This is an optimization exercise on Yosys and OpenROAD, whose aim is small area, a short achievable clock period and few clock cycles per item, not a production implementation.
In this exercise RTL edits were held to simulation tests only and were not proved equivalent to the original.
No activity file was given, so power comes from the tool's default toggle rates.

--- design/flow/run.sh ---
#!/bin/bash
# synth_recipe.tcl (not shown) runs the flow's synth.tcl, then flattens the netlist and writes it again
# the make line also repeats each setting of config.mk as NAME=value (left out here)
make -C /OpenROAD-flow-scripts/flow DESIGN_CONFIG=/design/flow/config.mk WORK_HOME=/design/flow/orfs CLKGATE_MAP_FILE= SYNTH_SCRIPT=/design/flow/synth_recipe.tcl finish
--- design/flow/config.mk ---
export PLATFORM = sky130hd
export DESIGN_NAME = pcmq
export DESIGN_NICKNAME = pcmq
export VERILOG_FILES = /design/flow/design.v
export SDC_FILE = /design/flow/constraint.sdc
export NUM_CORES = 4
export LEC_CHECK = 0
export ABC_AREA = 1
export CAP_MARGIN = 20
export CORE_MARGIN = 2
export CORE_UTILIZATION = 40
export SLEW_MARGIN = 20
--- design/flow/constraint.sdc ---
create_clock -name core_clock -period 16.0 [get_ports {clk}]
set_input_delay 3.2000 -clock core_clock [delete_from_list [all_inputs] [get_ports {clk}]]
set_output_delay 3.2000 -clock core_clock [all_outputs]
set_load 0.01 [all_outputs]
--- design/flow/design.v ---
module pcmq (
    input  wire        clk,
    input  wire        rst,
    input  wire        cmd_valid,
    output wire        cmd_ready,
    input  wire [71:0] cmd_word,
    output wire        rsp_valid,
    input  wire        rsp_ready,
    output wire [71:0] rsp_word
);
    localparam [1:0] PH_IDLE = 2'd0, PH_OPEN = 2'd1, PH_FAULTED = 2'd2;
    localparam       MODE_ENC = 1'b0, MODE_DEC = 1'b1;
    localparam [3:0] ST_OK = 4'h0, ST_INVCFG = 4'h1, ST_INVIN = 4'h2,
                     ST_ABORTED = 4'h3, ST_ILLEGAL = 4'h4;
    reg        rsp_v;
    reg        abort;       
    reg [3:0]  st_q;
    reg        fl_q;
    reg [63:0] d_q;
    reg [1:0]  phase;
    reg        mode;
    reg [5:0]  bd;
    wire acc = cmd_valid && cmd_ready;
    assign cmd_ready = !rst && (!rsp_v || rsp_ready);
    assign rsp_valid = !rst && rsp_v;
    assign rsp_word  = abort ? {ST_ABORTED, 68'b0} : {st_q, 3'b000, fl_q, d_q};
    wire [3:0]  op    = cmd_word[71:68];
    wire [2:0]  rsv   = cmd_word[67:65];
    wire        flag  = cmd_word[64];
    wire [63:0] data  = cmd_word[63:0];
    wire [7:0]  top   = cmd_word[71:64];
    wire is_benc = (rsv == 3'b0) && (op == 4'h1) && !flag && (data[63:6] == 58'b0);
    wire is_bdec = (rsv == 3'b0) && (op == 4'h2) && !flag && (data[63:6] == 58'b0);
    wire is_qnt  = (rsv == 3'b0) && (op == 4'h3);
    wire is_dqn  = (rsv == 3'b0) && (op == 4'h4) && (data[63:38] == 26'b0);
    wire is_end  = (rsv == 3'b0) && (op == 4'h5) && !flag && (data == 64'b0);
    wire [5:0]  new_bd   = data[5:0];
    wire        bd_valid = (new_bd >= 6'd2) && (new_bd <= 6'd32);
    wire [4:0]  k   = bd[4:0] - 5'd1;                  
    wire [4:0]  amt = 5'd0 - k;                        
    wire [31:0] mk  = ~(32'hFFFF_FFFF << k);           
    wire [31:0] okh = 32'd1 << k;                      
    wire [31:0] mk1 = mk | okh;                        
    wire [31:0] sh = data[63:32];
    wire [31:0] sl = data[31:0];
    wire        cinv    = flag;
    wire [5:0]  clen    = data[37:32];
    wire        code_ok = !cinv && (clen == bd) && ((sl & ~mk1) == 32'b0);
    wire [31:0] nl = sl & mk;                          
    wire        nz = |nl;
    wire        nk = |(sl & okh);                      
    wire [31:0] orp;
    pcmq_pfx #(.OR(1)) u_orp (.x(nl), .y(orp));        
    genvar i;
    wire [31:0] nneg = nl ^ {orp[30:0], 1'b0};         
    wire [31:0] rp   = ~nneg;                          
    wire [31:0] dhi = nk ? (rp & {32{nz}}) : (~mk | nl | {31'b0, !nz});
    wire [31:0] xr;
    generate for (i = 0; i < 32; i = i + 1) begin : g_xr
        assign xr[i] = data[32 - i];
    end endgenerate
    wire [31:0] x = (mode == MODE_DEC) ? nneg : xr;
    wire [32:0] z = {1'b0, x} << amt;
    wire hi_above = |(sh[30:0] & ~mk[30:0]);
    wire hi_ones  = &(sh[30:0] | ~mk[30:0]);
    wire lo_above = |(~sh[30:0] & ~mk[30:0]);
    wire lo_ones  = &(~sh[30:0] | ~mk[30:0]);
    wire sat_hi = !sh[31] && (hi_above || (hi_ones && (sl != 32'b0)));
    wire sat_lo =  sh[31] && (lo_above || lo_ones);
    wire [31:0] hh = (sh & mk) | (~sh & okh);
    wire [31:0] av = {1'b0, hh[31:1]};                 
    wire [31:0] bv;
    generate for (i = 0; i < 32; i = i + 1) begin : g_bv
        assign bv[i] = z[31 - i];                      
    end endgenerate
    wire [31:0] cg [0:5];
    wire [31:0] cp [0:5];
    assign cg[0] = av & bv;
    assign cp[0] = av | bv | ~mk;
    genvar l;
    generate for (l = 0; l < 5; l = l + 1) begin : g_lvl
        for (i = 0; i < (16 >> l); i = i + 1) begin : g_node
            assign cg[l+1][i] = cg[l][2*i+1] | (cp[l][2*i+1] & cg[l][2*i]);
            assign cp[l+1][i] = cp[l][2*i+1] & cp[l][2*i];
        end
        assign cg[l+1][31:(16 >> l)] = 0;
        assign cp[l+1][31:(16 >> l)] = 0;
    end endgenerate
    wire        c1 = cg[5][0] | (cp[5][0] & z[32]);
    wire [31:0] anp;
    pcmq_pfx #(.OR(0)) u_anp (.x(av), .y(anp));        
    wire [31:0] eq = av ^ ({32{c1}} & {anp[30:0], 1'b1});
    wire [31:0] q  = sat_hi ? okh : (sat_lo ? 32'd0 : eq);
    wire [63:0] dq = {dhi, z[31:0]};
    always @(posedge clk) begin
        if (rst) begin
            rsp_v <= 1'b0;
            phase <= PH_IDLE;
        end else begin
            if (rsp_v && rsp_ready)
                rsp_v <= 1'b0;
            if (acc) begin
                rsp_v <= 1'b1;
                abort <= 1'b0;
                case (phase)
                PH_IDLE: begin
                    if (is_benc || is_bdec) begin
                        mode <= is_bdec ? MODE_DEC : MODE_ENC;
                        bd   <= new_bd;
                        if (bd_valid) begin
                            phase <= PH_OPEN;
                            {st_q, fl_q, d_q} <= {ST_OK, 1'b0, data};
                        end else begin
                            phase <= PH_FAULTED;
                            {st_q, fl_q, d_q} <= {ST_INVCFG, 1'b0, data};
                        end
                    end else begin
                        {st_q, fl_q, d_q} <= {ST_ILLEGAL, 1'b0, 56'b0, top};
                    end
                end
                PH_OPEN: begin
                    if (is_qnt && mode == MODE_ENC) begin
                        if (flag) begin
                            phase <= PH_FAULTED;
                            {st_q, fl_q, d_q} <= {ST_INVIN, 1'b1, data};
                        end else begin
                            {st_q, fl_q, d_q} <= {ST_OK, 1'b0, 26'b0, bd, q};
                        end
                    end else if (is_dqn && mode == MODE_DEC) begin
                        if (code_ok) begin
                            {st_q, fl_q, d_q} <= {ST_OK, 1'b0, dq};
                        end else begin
                            phase <= PH_FAULTED;
                            {st_q, fl_q, d_q} <= {ST_INVIN, cinv, 18'b0, bd, 2'b0, clen, sl};
                        end
                    end else if (is_end) begin
                        phase <= PH_IDLE;
                        {st_q, fl_q, d_q} <= 69'b0;
                    end else begin
                        phase <= PH_FAULTED;
                        {st_q, fl_q, d_q} <= {ST_ILLEGAL, 1'b0, 56'b0, top};
                    end
                end
                default: begin  
                    if (is_end)
                        phase <= PH_IDLE;
                    else
                        abort <= 1'b1;
                end
                endcase
            end
        end
    end
endmodule
module pcmq_pfx #(parameter OR = 1) (
    input  wire [31:0] x,
    output wire [31:0] y
);
    wire [31:0] p [0:5];
    assign p[0] = x;
    genvar l, i;
    generate for (l = 0; l < 5; l = l + 1) begin : g_l
        for (i = 0; i < 32; i = i + 1) begin : g_i
            if ((i >> l) & 1) begin : g_op
                if (OR) assign p[l+1][i] = p[l][i] | p[l][((i >> l) << l) - 1];
                else    assign p[l+1][i] = p[l][i] & p[l][((i >> l) << l) - 1];
            end else begin : g_pass
                assign p[l+1][i] = p[l][i];
            end
        end
    end endgenerate
    assign y = p[5];
endmodule
==> impl_results.md <==
- Synthesis warning total: 3
- GRT Util Overall: 0.473
- Number of gates resized after cts: 0
- Total negative slack for setup checks: 0 ps
- Remaining global-route overflow: 0
- Total count of hold-check failures in the final report: 0
- Classification of the worst setup path: primary input to flop
- Static leakage: 6.79 nW
- Worst Slack Setup Final: 7080 ps
- Result of the run: no timing/DRC/antenna violations
- Count of mapped cells out of synthesis: 2246
- Max cap viols: 0
- Count of cell types in the netlist: 59
- Via count normalized by instance count: 6.49
- Global placer's final weighted congestion: 1.13
- Placed cell areas: 0.0143 mm²
- Worst slack after detailed placement: 6980 ps
- Crit path max fanout: 39
- Data required, critical path: 16090 ps
- Max-Slew Margin vs Limit: 0.148
- Mapped cell area: 0.0125 mm²
- Number of remaining DRC errors: 0
- HPWL after DPL: 62100 µm
- Crit Reg-Reg Startpoint: bd[0]
- Clock latency of the later-clocked register in the worst-skew pair: 380 ps
- Largest net degree at the start of global routing: 69
- Number of synthesized register bits: 79
- Largest vdd supply drop: 0.0368 mV
- Top FF cell, synth: sky130_fd_sc_hd__edfxtp_1
- Core ar.: 0.0307 mm²
- Final core occ: 0.474
- Final clock period utilization by the worst path: 0.558
- End of the critical path: d_q[1]
- CTS Buffer Depth: 2
- Clock-pin slew on the worst setup and hold paths: 70 ps
- Antenna violations before repair: 5
- Seq pwr share: 0.391
- Root buffer selected by CTS: sky130_fd_sc_hd__clkbuf_16
- Buffers inserted by post-CTS timing repair: 0
- Layout net count: 2435
- Kind of capture point of the worst setup path: flop
- Filler cells: 3309
- Worst-margin pin slew: 1260 ps
- Unrepaired setup endpoints after global routing: false
- Die width: 181 µm
- Drt pass-1 iters: 10
- Number of port buffers: 145
- CTS HTree Levels: 3
- Routed via count: 17800
- Worst setup skew after layout: 12.5 ps
- Via count of the first global-routing pass: 16700
- Final setup violation count: 0
- Net switching power: 0.000212 W
- Finished layout cell area: 0.0145 mm²
- Routed Wire Length: 79300 µm
- Flop2flop setup slack: 7260 ps
- Beginning of the critical path: cmd_word[9]
- CP max-delay cell: sky130_fd_sc_hd__clkdlybuf4s50_1
- Layout cell share with drive strength beyond 1: 0.0520
- Number of cells on the worst reg-to-reg path: 39
- First-pass GRT wire length: 113000 µm
- PwrDens: 41.2 mW/mm²
- Average instance area after synthesis: 5.56 µm²
- Relative contribution of combinational cells to total power: 0.268
- Fraction of synthesis flops using an asynchronous set or reset pin: 0
- Total CTS buffers: 9
- Number of flops mapped to enable cells by yosys: 76
- Switching power share of the total: 0.353
- TritonCTS clock tree: done
- Total power consumption of the routed design: 0.000599 W
- Worst EP arrival: 9010 ps
- Violation count after the first detailed-route iteration: 3176
- Relative contribution of the clock network to total power: 0.342
- Worst reg2reg endpoint: d_q[1]
- Max Clk Rate: 112 MHz
- Share of synthesized area occupied by flip-flops and latches: 0.188
- Average detailed-routed wire length per instance: 28.9 µm
- Category of the worst setup path launch point: primary input
- HP Class: flop to flop
- Cell occurring most often along the worst timing path: sky130_fd_sc_hd__nand2_1
- Post-route ant nets: 0
- Die ar.: 0.0326 mm²
- Pins Over Slew Limit: 0
- Boundary Pins: 150
- Height of the chip: 181 µm
- Internal power: 0.000387 W
- Min Clock Period, post-route: 8920 ps
- Initial Utilization: 0.407
- Synthesis-to-layout area growth: 16.3%
- Hold buffer count at CTS: 0
- Sinks on Clock Net: 79
- Count of standard-cell rows: 64
- Largest stage delay on the critical path: 860 ps
[layout make-up]
class                   instances  area, µm²  share of cell area
inverters                     341       1280              0.0881
repair buffers                180       1710               0.118
well taps                     396        495              0.0341
clock buffers                  10        229              0.0158
flip-flops and latches         79       2340               0.161
multi-input cells            1731       8420               0.580
clock inverters                 6       37.5             0.00258
diodes                          2       5.00            0.000345
[cell usage after synthesis (all sizes together), types with 38 or more instances]
master / count / area share
nand2: 669 / 0.21
nor2: 260 / 0.084
o21ai: 110 / 0.044
edfxtp: 76 / 0.18
inv: 335 / 0.10
o22ai: 44 / 0.022
clkbuf: 60 / 0.018
nand3: 336 / 0.14
buf: 38 / 0.020
a21oi: 62 / 0.025
[per-layer routing]
layer	GRT usage	vias up	part of all wire
li1	-	7687	-
met1	0.570	8158	0.36
met2	0.701	1540	0.41
met3	0.170	431	0.14
met4	0.326	8	0.087
met5	0	-	0.00073
[through the flow]
stage | cells | hold slack [ps]
floorplan | 2249 | 449
CTS | 2743 | 498
finish | 2745 | 500
detailed placement | 2727 | 487
global route | 2743 | 546
global placement | 2727 | 463
[logic make-up (layout without fill, tap and decap cells)]
group / count (synthesis) / in the layout / synth area share
simple gates: 1366 / 1366 / 0.479
flops: 79 / 79 / 0.188
buf+inv: 439 / 537 / 0.141
other cells: 1 / 6 / 0.000300
xor+xnor: 7 / 7 / 0.00491
fa+ha+maj: 17 / 17 / 0.0170
compound gates: 337 / 337 / 0.170
[how the worst min path moves through the flow]
stage                     startpoint       end  slack [ps]  cells after the start
final                       phase[0]  phase[0]         500                      2
after global routing        phase[0]  phase[0]         550                      2
after CTS                   phase[0]  phase[0]         500                      2
after detailed placement    phase[0]  phase[0]         490                      2
after global placement      phase[0]  phase[0]         460                      2
after floorplan             phase[0]  phase[0]         450                      2
[power by group through the flow]
stage                     combinational (W)  clock (W)  sequential [W]
after floorplan                   0.0000657          0        0.000239
after global placement             0.000150          0        0.000238
after detailed placement           0.000150          0        0.000239
after CTS                          0.000150   0.000204        0.000234
after global routing               0.000165   0.000210        0.000235
final                              0.000160   0.000205        0.000234
[cells in the final DEF, fill, tap and decap left out, types with 28 or more instances in the layout]
| cell | synthesis | layout |
|---|---|---|
| sky130_fd_sc_hd__a21oi_1 | 62 | 62 |
| sky130_fd_sc_hd__buf_4 | 7 | 35 |
| sky130_fd_sc_hd__clkdlybuf4s50_1 | 0 | 145 |
| sky130_fd_sc_hd__edfxtp_1 | 76 | 76 |
| sky130_fd_sc_hd__inv_1 | 324 | 324 |
| sky130_fd_sc_hd__nand2_1 | 644 | 644 |
| sky130_fd_sc_hd__nand3_1 | 328 | 328 |
| sky130_fd_sc_hd__nand4_1 | 29 | 29 |
| sky130_fd_sc_hd__nor2_1 | 247 | 243 |
| sky130_fd_sc_hd__nor3_1 | 28 | 28 |
| sky130_fd_sc_hd__nor4_1 | 29 | 29 |
| sky130_fd_sc_hd__o21ai_0 | 91 | 90 |
| sky130_fd_sc_hd__o22ai_1 | 44 | 44 |
[registers in the layout, summed over array words and instances, names as in the netlist]
register / flops
phase: 2
d_q: 64
bd: 6
abort: 1
rsp_v: 1
fl_q: 1
mode: 1
st_q: 3
[worst max-delay path, delay by kind of cell]
| kind | cells | cell delay [ps] |
|---|---|---|
| AOI/OAI and AO/OA | 6 | 1010 |
| xor gates and xnor gates | 2 | 320 |
| and+or+nand+nor | 19 | 2800 |
| buffers and inverters | 3 | 970 |
| adders and majority gates | 2 | 690 |
Testbench counts, summed over its fixed seeds: cycles 7,439, items 7,431.

==> separate check: timing with driven ports <==
The results above use ideal ports. As a check the final layout listed here was re-extracted and re-timed, cells and wires unchanged. Step 1 assumes that a clkbuf_16 drives the clock port and a buf_2 every other input. Step 2 times the ports against the registers' clock, not the clock port: input delays grow and output delays shrink by t, the midpoint of the rising clock arrivals with the driver on. a / b / c = ideal ports / drivers / drivers and shift; a / b = the first two.
t (ns): 0.420
slack for setup (ns): 7.077 / 7.104 / 6.684
worst slew at a driven data input, ns: 0.05
cell pins on the clock port's net: 1
After both steps this run still meets setup and hold. For this run, drivers alone change the setup slack by +0.027 ns; drivers and shift together by -0.393 ns.
